Context: an optimization exercise on an open-source flow, tuned for small area, a short achievable clock period and few clock cycles per item. The choices shown serve that exercise and are no tape-out recipe.
At most, simulation tests tie the RTL to the original design; equivalence was not proved.
No activity file was given, so power comes from the tool's default toggle rates.

## red
## erf_decoder
module erf_decoder (
    input  wire         clk,
    input  wire         rst,
    input  wire         in_valid,
    output wire         in_ready,
    input  wire         in_vreset,
    input  wire         in_en,
    input  wire [119:0] in_pkt,
    output reg          out_valid,
    input  wire         out_ready,
    output wire         out_trigger,
    output wire [4:0]   out_err,
    output reg  [39:0]  out_ts,
    output reg  [1:0]   out_seq,
    output reg  [7:0]   out_sync,
    output reg  [15:0]  out_crc_rx,
    output wire [15:0]  out_crc_calc,
    output reg  [31:0]  out_flags_lo,
    output reg  [5:0]   out_flags_hi,
    output reg  [2:0]   out_grp_r,
    output reg  [2:0]   out_grp_s,
    output reg  [3:0]   out_pkt_err,
    output reg          out_mode,
    output reg  [4:0]   out_aux
);
Size in the first run: ~1000 cells after synthesis, about 200 flip-flops, roughly 270 I/O pins, roughly 11000 um2 of cells after synthesis.
==> flow/config.mk <==
export PLATFORM = sky130hd
export DESIGN_NAME = erf_decoder
export DESIGN_NICKNAME = erf_decoder
export VERILOG_FILES = /design/flow/design.v
export SDC_FILE = /design/flow/constraint.sdc
export NUM_CORES = 4
export LEC_CHECK = 0
export CAP_MARGIN = 20
export CORE_MARGIN = 2
export CORE_UTILIZATION = 60
export CTS_BUF_LIST = sky130_fd_sc_hd__clkbuf_8
export PLACE_DENSITY = 0.7
export SETUP_SLACK_MARGIN = 2.6
export SLEW_MARGIN = 20
==> flow/constraint.sdc <==
create_clock -name core_clock -period 6.0 [get_ports {clk}]
set_input_delay 1.2000 -clock core_clock [delete_from_list [all_inputs] [get_ports {clk}]]
set_output_delay 1.2000 -clock core_clock [all_outputs]
set_load 0.01 [all_outputs]
standard.sh (not shown) runs the stock make flow with config.mk's settings and CLKGATE_MAP_FILE= SYNTH_SCRIPT=/design/flow/synth_recipe.tcl, a recipe that flattens the netlist after the stock synthesis.
==> flow/flow/run.sh <==
#!/bin/bash
# ORFS layout with these changes:
#  - synthesis maps the logic with flow/map.abc (structural choices and
#    area-recovering mapping, keeping the XOR network of the RTL) instead of
#    ORFS's delay-first ABC script; everything else in synthesis, including
#    the flip-flop mapping, is synth_recipe.tcl unchanged;
#  - the port buffers are buf_1 cells (buffer_ports otherwise picks
#    clkdlybuf4s50_1 delay cells).
set -euo pipefail
W=$(pwd)
{
  echo "proc abc {args} { set i [lsearch \$args -script]; if {\$i >= 0} { lset args [expr {\$i+1}] $W/flow/map.abc }; yosys abc {*}\$args }"
  cat synth_recipe.tcl
} > flow_synth.tcl
sed "s#SYNTH_SCRIPT=[^ ]*#SYNTH_SCRIPT=$W/flow_synth.tcl#" standard.sh > flow_standard.sh
grep -q "SYNTH_SCRIPT=$W/flow_synth.tcl" flow_standard.sh
export BUFFER_PORTS_ARGS="-buffer_cell sky130_fd_sc_hd__buf_1"
bash flow_standard.sh > standard.log 2>&1
==> flow/flow/map.abc <==
&get -n
&st
&dch
&nf
&put
Per the final summary, red finished and its layout is clean on timing, DRC and antenna.
Testbench counts of red, summed over its fixed seeds: cycles 2,408, items 2,365.
Here is what was changed in the inputs of purple compared with red.
- CORE_UTILIZATION: 60 -> 52
- SETUP_SLACK_MARGIN: 2.6 -> 2.75
Findings:
Across both runs, sequential portion of the cell area was lower for purple than for red. Looking at via count of the first global-routing pass across red and purple, the one that comes out lower is red. Summary of purple over red: die area saw an increase; post-detailed-route DRC marker count saw little to no change. purple vs red, total power went up by about 2%. Taking red as the reference, in purple die width +about 7%, clock share of power +0.8 points.

---

Starting RTL as in the previous note.
Settings: LEC_CHECK=0, CAP_MARGIN=20, CORE_MARGIN=2, CORE_UTILIZATION=60, CTS_BUF_LIST=sky130_fd_sc_hd__clkbuf_8, PLACE_DENSITY=0.7, SETUP_SLACK_MARGIN=2.9, SLEW_MARGIN=20; clock period 6.0 ns.
==> flow/flow/run.sh <==
#!/bin/bash
# ORFS layout with these changes:
#  - synthesis maps the logic with flow/map.abc (synch2 restructuring and
#    area-recovering mapping, keeping the XOR network of the RTL) instead of
#    ORFS's delay-first ABC script; everything else in synthesis, including
#    the flip-flop mapping, is synth_recipe.tcl unchanged;
#  - the port buffers are buf_1 cells (buffer_ports otherwise picks
#    clkdlybuf4s50_1 delay cells).
set -euo pipefail
W=$(pwd)
{
  echo "proc abc {args} { set i [lsearch \$args -script]; if {\$i >= 0} { lset args [expr {\$i+1}] $W/flow/map.abc }; yosys abc {*}\$args }"
  cat synth_recipe.tcl
} > flow_synth.tcl
sed "s#SYNTH_SCRIPT=[^ ]*#SYNTH_SCRIPT=$W/flow_synth.tcl#" standard.sh > flow_standard.sh
grep -q "SYNTH_SCRIPT=$W/flow_synth.tcl" flow_standard.sh
export BUFFER_PORTS_ARGS="-buffer_cell sky130_fd_sc_hd__buf_1"
bash flow_standard.sh > standard.log 2>&1
==> flow/flow/map.abc <==
&get -n
&st
&synch2
&nf
&put
The starting point finished clean.
Testbench counts at the start, summed over its fixed seeds: cycles 2,408, items 2,365.
Edit:
--- a/flow/flow/run.sh
+++ b/flow/flow/run.sh
@@ -3 +3 @@
-#  - synthesis maps the logic with flow/map.abc (synch2 restructuring and
+#  - synthesis maps the logic with flow/map.abc (structural choices and
==> flow/flow/map.abc (replaced) <==
&get -n
&st
&dch
&nf
&put
Settings changed: CTS_CLUSTER_DIAMETER set to 60, CTS_CLUSTER_SIZE set to 30, SETUP_SLACK_MARGIN 2.9 to 2.75.
=> Design area goes down by about 5%. Wire length goes down by 3.0%. Die area goes up by 1.9%. Power goes down by 3.4%. Non-clock buffer count goes down by 25. Via count goes down by 2.3%. Maximum frequency goes up by 0.89%. Clock skew is about the same. Worst setup slack gains 0.028 ns. Worst hold slack gains 0.021 ns.

---

Another version of the RTL of erf_decoder (not shown whole).
Size in the first run: roughly 200 flip-flops, roughly 270 I/O pins, roughly 0.011 sq mm of cells after synthesis.
clock: 6.0 ns
lec_check: 0
cap_margin: 5
core_margin: 2
core_utilization: 60
cts_buf_list: sky130_fd_sc_hd__clkbuf_8
place_density: 0.7
setup_slack_margin: 2.85
slew_margin: 5
tns_end_percent: 5
==> flow/flow/run.sh <==
#!/bin/bash
# ORFS layout with these changes:
#  - synthesis maps the logic with flow/map.abc (structural choices and
#    area-recovering mapping, keeping the XOR network of the RTL) instead of
#    ORFS's delay-first ABC script; everything else in synthesis, including
#    the flip-flop mapping, is synth_recipe.tcl unchanged;
#  - the port buffers are buf_1 cells (buffer_ports otherwise picks
#    clkdlybuf4s50_1 delay cells).
set -euo pipefail
W=$(pwd)
{
  echo "proc abc {args} { set i [lsearch \$args -script]; if {\$i >= 0} { lset args [expr {\$i+1}] $W/flow/map.abc }; yosys abc {*}\$args }"
  cat synth_recipe.tcl
} > flow_synth.tcl
sed "s#SYNTH_SCRIPT=[^ ]*#SYNTH_SCRIPT=$W/flow_synth.tcl#" standard.sh > flow_standard.sh
grep -q "SYNTH_SCRIPT=$W/flow_synth.tcl" flow_standard.sh
export BUFFER_PORTS_ARGS="-buffer_cell sky130_fd_sc_hd__buf_1"
bash flow_standard.sh > standard.log 2>&1
==> flow/flow/map.abc <==
&get -n
&st
&dch
&nf
&put
Then changed:
- CAP_MARGIN: 5 -> 20
- SLEW_MARGIN: 5 -> 20
- TNS_END_PERCENT: 5 -> default
Result: Sequential share of layout area falls by 0.68 points; via count came out higher by 1.8%; cell count is about the same; area after synthesis does not change.
No functional check of the RTL was part of any run of this note.

---

erf_decoder with an RTL version that a note above also has.
Size: roughly 200 flip-flops, ~11000 um2 of cells after synthesis.
clock: 6.0 ns
lec_check: 0
cap_margin: 20
core_margin: 2
core_utilization: 60
cts_buf_list: sky130_fd_sc_hd__clkbuf_8
place_density: 0.7
setup_slack_margin: 3.05
slew_margin: 20
Scripts as last shown in full above: flow/flow/run.sh, flow/flow/map.abc
Testbench counts at the start, summed over its fixed seeds: cycles 2,408, items 2,365.
==> next run, changes <==
--- a/flow/config.mk
+++ b/flow/config.mk
@@ -9,6 +9,6 @@
 export CORE_MARGIN = 2
-export CORE_UTILIZATION = 60
+export CORE_UTILIZATION = 75
 export CTS_BUF_LIST = sky130_fd_sc_hd__clkbuf_8
-export PLACE_DENSITY = 0.7
-export SETUP_SLACK_MARGIN = 3.05
+export PLACE_DENSITY = 0.8
+export SETUP_SLACK_MARGIN = 2.9
 export SLEW_MARGIN = 20
- Now the flow stopped in 5_1_grt
- synthesized area is unchanged
- synthesized cell count is unchanged

---

== rev 12 ==
Starting RTL as in the previous note.
clock: 6.0 ns
lec_check: 0
cap_margin: 20
core_margin: 2
core_utilization: 60
cts_buf_list: sky130_fd_sc_hd__clkbuf_8
place_density: 0.7
setup_slack_margin: 2.75
slew_margin: 20
Scripts as last shown in full above: flow/flow/run.sh, flow/flow/map.abc
Testbench counts of rev 12, summed over its fixed seeds: cycles 2,408, items 2,365.
Changes in rev 13 relative to rev 12:
- GPL_ROUTABILITY_DRIVEN now 0, previously not set
[summary]
- Rev 13: flow completed, timing, DRC and antenna clean
- [compare] base=rev 12 new=rev 13: routed wire length dropped 2.2%, global-route usage lower.
- On area overhead of the layout relative to synthesis, the higher figure sits with rev 12, not rev 13.
- Across both runs, final worst hold slack was higher for rev 13 than for rev 12.
- Rev 13 leaves less setup margin than rev 12.

---

== main ==
erf_decoder, a different RTL version from the one above (not shown whole).
For scale: roughly 1,100 cells after synthesis, ~270 I/O pins, ~0.012 sq mm of cells after synthesis.
Settings: LEC_CHECK=0, ABC_CLOCK_PERIOD_IN_PS=2500, CAP_MARGIN=20, CORE_MARGIN=2, CORE_UTILIZATION=40, PLACE_DENSITY=0.6, SETUP_SLACK_MARGIN=3.5, SLEW_MARGIN=20; clock period 6.0 ns.
run.sh (not shown) runs the stock make flow with config.mk's settings and CLKGATE_MAP_FILE= SYNTH_SCRIPT=/design/flow/synth_recipe.tcl, a recipe that flattens the netlist after the stock synthesis.
Stock flow here: none of the scripts above is used.
main: PASS, flow complete, no timing, DRC or antenna violations
Testbench counts of main, summed over its fixed seeds: cycles 2,408, items 2,365.
#### Input delta (the feature branch over main)
--- a/flow/config.mk
+++ b/flow/config.mk
@@ -6,9 +6,7 @@
 export NUM_CORES = 4
 export LEC_CHECK = 0
-export ABC_CLOCK_PERIOD_IN_PS = 2500
 export CAP_MARGIN = 20
 export CORE_MARGIN = 2
 export CORE_UTILIZATION = 40
 export PLACE_DENSITY = 0.6
-export SETUP_SLACK_MARGIN = 3.5
 export SLEW_MARGIN = 20
Findings:
The feature branch against main: clock period minus final worst setup slack shows an increase of 0.86 ns, routed wire length lost about 8%, setup slack after placement +0.021 ns, total power of the final layout lost 8.0%.
Diff main and the feature branch: static leakage power lower in the feature branch
Total iterations of the first detailed-routing run, main and the feature branch, lower one = the feature branch.
Slew at the pin closest to its max-slew limit, main and the feature branch, higher one = the feature branch.
Share of the final layout cell area in multi-input gates, main and the feature branch: higher on main
Global-route usage: the feature branch lower than main
Changes observed in the feature branch relative to main: maximum frequency went down; signed area change from the synthesized netlist to the final layout decreased by 25 points relative to the old numbers.

---

erf_decoder with an RTL version that a note above also has.
Size: roughly 1000 cells after synthesis, about 200 flip-flops, roughly 270 I/O pins, ~11000 um2 of cells after synthesis.
clock: 6.0 ns
lec_check: 0
cap_margin: 20
core_margin: 2
core_utilization: 60
cts_buf_list: sky130_fd_sc_hd__clkbuf_8
place_density: 0.7
setup_slack_margin: 2.85
slew_margin: 20
tns_end_percent: 5
standard.sh (not shown) runs the stock make flow with config.mk's settings and CLKGATE_MAP_FILE= SYNTH_SCRIPT=/design/flow/synth_recipe.tcl, a recipe that flattens the netlist after the stock synthesis.
Scripts as last shown in full above: flow/flow/run.sh, flow/flow/map.abc
The baseline completed without violations.
Then changed:
Settings changed: SETUP_SLACK_MARGIN 2.85 to 2.75, TNS_END_PERCENT 5 to not set.
What happened:
- The changed run went through all stages and came out clean
- design area hardly moves
- sequential cell count does not change
- worst setup slack is better by 17 ps
- total power goes up by about 1.7%
- worst hold slack is worse by 3.7 ps
- routed wire length goes up by about 2.2%
- fmax goes up by 0.52%
No run of this note included a check of the RTL's function; only the layout flow was run.

---

erf_decoder, a different RTL version from the one above (not shown whole).
Size in the first run: ~200 flip-flops, about 270 I/O pins.
Design erf_decoder, start of the top module:
module erf_decoder (
    input  wire         clk,
    input  wire         rst,
    input  wire         in_valid,
    output wire         in_ready,
    input  wire         in_vreset,
    input  wire         in_en,
    input  wire [119:0] in_pkt,
    output reg          out_valid,
    input  wire         out_ready,
    output wire         out_trigger,
    output wire [4:0]   out_err,
    output reg  [39:0]  out_ts,
    output reg  [1:0]   out_seq,
    output reg  [7:0]   out_sync,
    output reg  [15:0]  out_crc_rx,
    output wire [15:0]  out_crc_calc,
    output reg  [31:0]  out_flags_lo,
    output reg  [5:0]   out_flags_hi,
    output reg  [2:0]   out_grp_r,
    output reg  [2:0]   out_grp_s,
    output reg  [3:0]   out_pkt_err,
    output reg          out_mode,
    output reg  [4:0]   out_aux
);
clock: 6.0 ns
lec_check: 0
cap_margin: 20
core_margin: 2
core_utilization: 60
cts_buf_list: sky130_fd_sc_hd__clkbuf_4 sky130_fd_sc_hd__clkbuf_8
place_density: 0.7
setup_slack_margin: 2.9
slew_margin: 20
==> flow/flow/run.sh <==
#!/bin/bash
# ORFS layout with two changes:
#  - synthesis maps the logic with flow/map.abc (structural choices and
#    area-recovering mapping, keeping the XOR network of the RTL) instead of
#    ORFS's delay-first ABC script; everything else in synthesis, including
#    the flip-flop mapping, is synth_recipe.tcl unchanged;
#  - the port buffers are buf_1 cells (buffer_ports otherwise picks
#    clkdlybuf4s50_1 delay cells).
set -euo pipefail
W=$(pwd)
{
  echo "proc abc {args} { set i [lsearch \$args -script]; if {\$i >= 0} { lset args [expr {\$i+1}] $W/flow/map.abc }; yosys abc {*}\$args }"
  cat synth_recipe.tcl
} > flow_synth.tcl
sed "s#SYNTH_SCRIPT=[^ ]*#SYNTH_SCRIPT=$W/flow_synth.tcl#" standard.sh > flow_standard.sh
grep -q "SYNTH_SCRIPT=$W/flow_synth.tcl" flow_standard.sh
export BUFFER_PORTS_ARGS="-buffer_cell sky130_fd_sc_hd__buf_1"
bash flow_standard.sh > standard.log 2>&1
Scripts as last shown in full above: flow/flow/map.abc
Testbench counts at the start, summed over its fixed seeds: cycles 2,408, items 2,365.
Next try:
==> flow/flow/run.sh (replaced) <==
#!/bin/bash
# Standard ORFS layout, except that the port buffers are buf_1 cells (the
# standard flow's buffer_ports picks clkdlybuf4s50_1 delay cells).
set -euo pipefail
export BUFFER_PORTS_ARGS="-buffer_cell sky130_fd_sc_hd__buf_1"
bash standard.sh > standard.log 2>&1
--- a/flow/config.mk
+++ b/flow/config.mk
@@ -10,4 +10,3 @@
-export CORE_UTILIZATION = 60
-export CTS_BUF_LIST = sky130_fd_sc_hd__clkbuf_4 sky130_fd_sc_hd__clkbuf_8
-export PLACE_DENSITY = 0.7
-export SETUP_SLACK_MARGIN = 2.9
+export CORE_UTILIZATION = 40
+export PLACE_DENSITY = 0.6
+export SETUP_SLACK_MARGIN = 3.2
removed: flow/flow/map.abc
Global-route usage shrinks by 7.3 points.
Area after synthesis went up by a few percent.
Utilization is lower by 18 points.
Sequential cell count stays the same.

---

erf_decoder with an RTL version that a note above also has.
==> flow/config.mk <==
export PLATFORM = sky130hd
export DESIGN_NAME = erf_decoder
export DESIGN_NICKNAME = erf_decoder
export VERILOG_FILES = /design/flow/design.v
export SDC_FILE = /design/flow/constraint.sdc
export NUM_CORES = 4
export LEC_CHECK = 0
export CAP_MARGIN = 20
export CORE_MARGIN = 2
export CORE_UTILIZATION = 60
export CTS_BUF_LIST = sky130_fd_sc_hd__clkbuf_8
export PLACE_DENSITY = 0.7
export SETUP_SLACK_MARGIN = 2.9
export SLEW_MARGIN = 20
==> flow/constraint.sdc <==
create_clock -name core_clock -period 6.0 [get_ports {clk}]
set_input_delay 1.2000 -clock core_clock [delete_from_list [all_inputs] [get_ports {clk}]]
set_output_delay 1.2000 -clock core_clock [all_outputs]
set_load 0.01 [all_outputs]
==> flow/flow/run.sh <==
#!/bin/bash
# ORFS layout with these changes:
#  - synthesis maps the logic with flow/map.abc (structural choices and
#    area-recovering mapping, keeping the XOR network of the RTL) instead of
#    ORFS's delay-first ABC script; everything else in synthesis, including
#    the flip-flop mapping, is synth_recipe.tcl unchanged;
#  - the port buffers are buf_1 cells (buffer_ports otherwise picks
#    clkdlybuf4s50_1 delay cells).
set -euo pipefail
W=$(pwd)
{
  echo "proc abc {args} { set i [lsearch \$args -script]; if {\$i >= 0} { lset args [expr {\$i+1}] $W/flow/map.abc }; yosys abc {*}\$args }"
  cat synth_recipe.tcl
} > flow_synth.tcl
sed "s#SYNTH_SCRIPT=[^ ]*#SYNTH_SCRIPT=$W/flow_synth.tcl#" standard.sh > flow_standard.sh
grep -q "SYNTH_SCRIPT=$W/flow_synth.tcl" flow_standard.sh
export BUFFER_PORTS_ARGS="-buffer_cell sky130_fd_sc_hd__buf_1"
bash flow_standard.sh > standard.log 2>&1
==> flow/flow/map.abc <==
&get -n
&st
&dch
&nf
&put
Testbench counts at the start, summed over its fixed seeds: cycles 2,408, items 2,365.
Edit:
CORE_UTILIZATION = 65   (was 60)
SETUP_SLACK_MARGIN = 2.75   (was 2.9)
=> Design area shrinks by a few percent; hold slack gets better by 0.0077 ns; worst setup slack gets worse by 0.18 ns; critical path depth grows by 4; via count grows slightly; core utilization increases by 4.6 points; register-to-register slack degrades by 0.20 ns; total power drops slightly; routed wire length fell slightly; synthesized cell count stays the same; sequential cell count is unchanged.
Edit:
CORE_UTILIZATION = 60   (was 65)
SETUP_SLACK_MARGIN = 2.4   (was 2.75)
Effect: The changed run finished clean. Sequential share of layout area grows by 1.2 points. Hold slack got worse by 0.0091 ns. Final area is lower by 3.6%. Global-route usage shrinks by 2.6 points. Via count drops by about 4%. Worst setup slack loses 0.29 ns. Area after synthesis stays the same.
Edit:
SETUP_SLACK_MARGIN = 2.85   (was 2.4)
=> Hold slack improved by 0.0043 ns. Count of clock-buffer cells in the layout shrinks by 1. Sequential share of layout area went down by 1.2 points. Routed wire length climbs by a few percent. Global-route usage went up by 0.43 points. Utilization rises by 2.8 points.

==> re-timing with driven ports <==
Ports are ideal in the flow. The routed layouts listed here were re-timed in OpenROAD.
Step 1 (the two cells are an assumption about what drives the block):
set clk [get_ports {clk}]
set_driving_cell -lib_cell sky130_fd_sc_hd__clkbuf_16 $clk
set_driving_cell -lib_cell sky130_fd_sc_hd__buf_2 [delete_from_list [all_inputs] $clk]
Step 2 adds t to the input delays and takes it off the output delays; t is the mean of the earliest and latest rising clock arrival at the registers after step 1. Input paths then give back, and output paths get back, about the clock's delay inside the block.
Three values: no drivers, after step 1, after step 2; two values: the first two.
run | shift t [ns] | setup WS [ns] | clock arrival spread, ns | worst data-port slew with drivers (ns)
red | 0.519 | 2.636 / 2.648 / 2.129 | 0.022 / 0.022 | 0.04
purple | 0.516 | 2.762 / 2.776 / 2.260 | 0.018 / 0.018 | 0.05
the first run of note 2 | 0.526 | 2.793 / 2.789 / 2.293 | 0.021 / 0.021 | 0.06
the second run of note 2 | 0.532 | 2.822 / 2.834 / 2.312 | 0.017 / 0.017 | 0.06
the first run of note 3 | 0.519 | 2.714 / 2.734 / 2.215 | 0.014 / 0.014 | 0.04
the second run of note 3 | 0.534 | 2.851 / 2.811 / 2.335 | 0.020 / 0.021 | 0.04
the first run of note 4 | 0.545 | 2.899 / 2.868 / 2.471 | 0.017 / 0.018 | 0.05
rev 12 | 0.532 | 2.822 / 2.834 / 2.312 | 0.017 / 0.017 | 0.06
rev 13 | 0.516 | 2.765 / 2.784 / 2.268 | 0.015 / 0.014 | 0.05
main | 0.505 | 2.337 / 2.322 / 2.337 | 0.016 / 0.016 | 0.10
the feature branch | 0.507 | 1.478 / 1.478 / 1.478 | 0.012 / 0.012 | 0.06
the first run of note 7 | 0.519 | 2.714 / 2.734 / 2.215 | 0.014 / 0.014 | 0.04
the second run of note 7 | 0.530 | 2.731 / 2.747 / 2.217 | 0.022 / 0.022 | 0.04
the first run of note 8 | 0.560 | 2.848 / 2.843 / 2.394 | 0.010 / 0.010 | 0.06
the second run of note 8 | 0.575 | 2.934 / 2.882 / 2.430 | 0.012 / 0.013 | 0.08
the first run of note 9 | 0.534 | 2.886 / 2.860 / 2.369 | 0.022 / 0.021 | 0.05
the second run of note 9 | 0.524 | 2.709 / 2.709 / 2.283 | 0.019 / 0.019 | 0.05
the third run of note 9 | 0.532 | 2.418 / 2.440 / 1.908 | 0.019 / 0.019 | 0.06
the fourth run of note 9 | 0.528 | 2.790 / 2.805 / 2.277 | 0.020 / 0.020 | 0.05
After both steps every run listed still meets setup and hold. For the first run of note 9, which loses most, drivers alone change the setup slack by -0.026 ns; drivers and shift together by -0.517 ns.
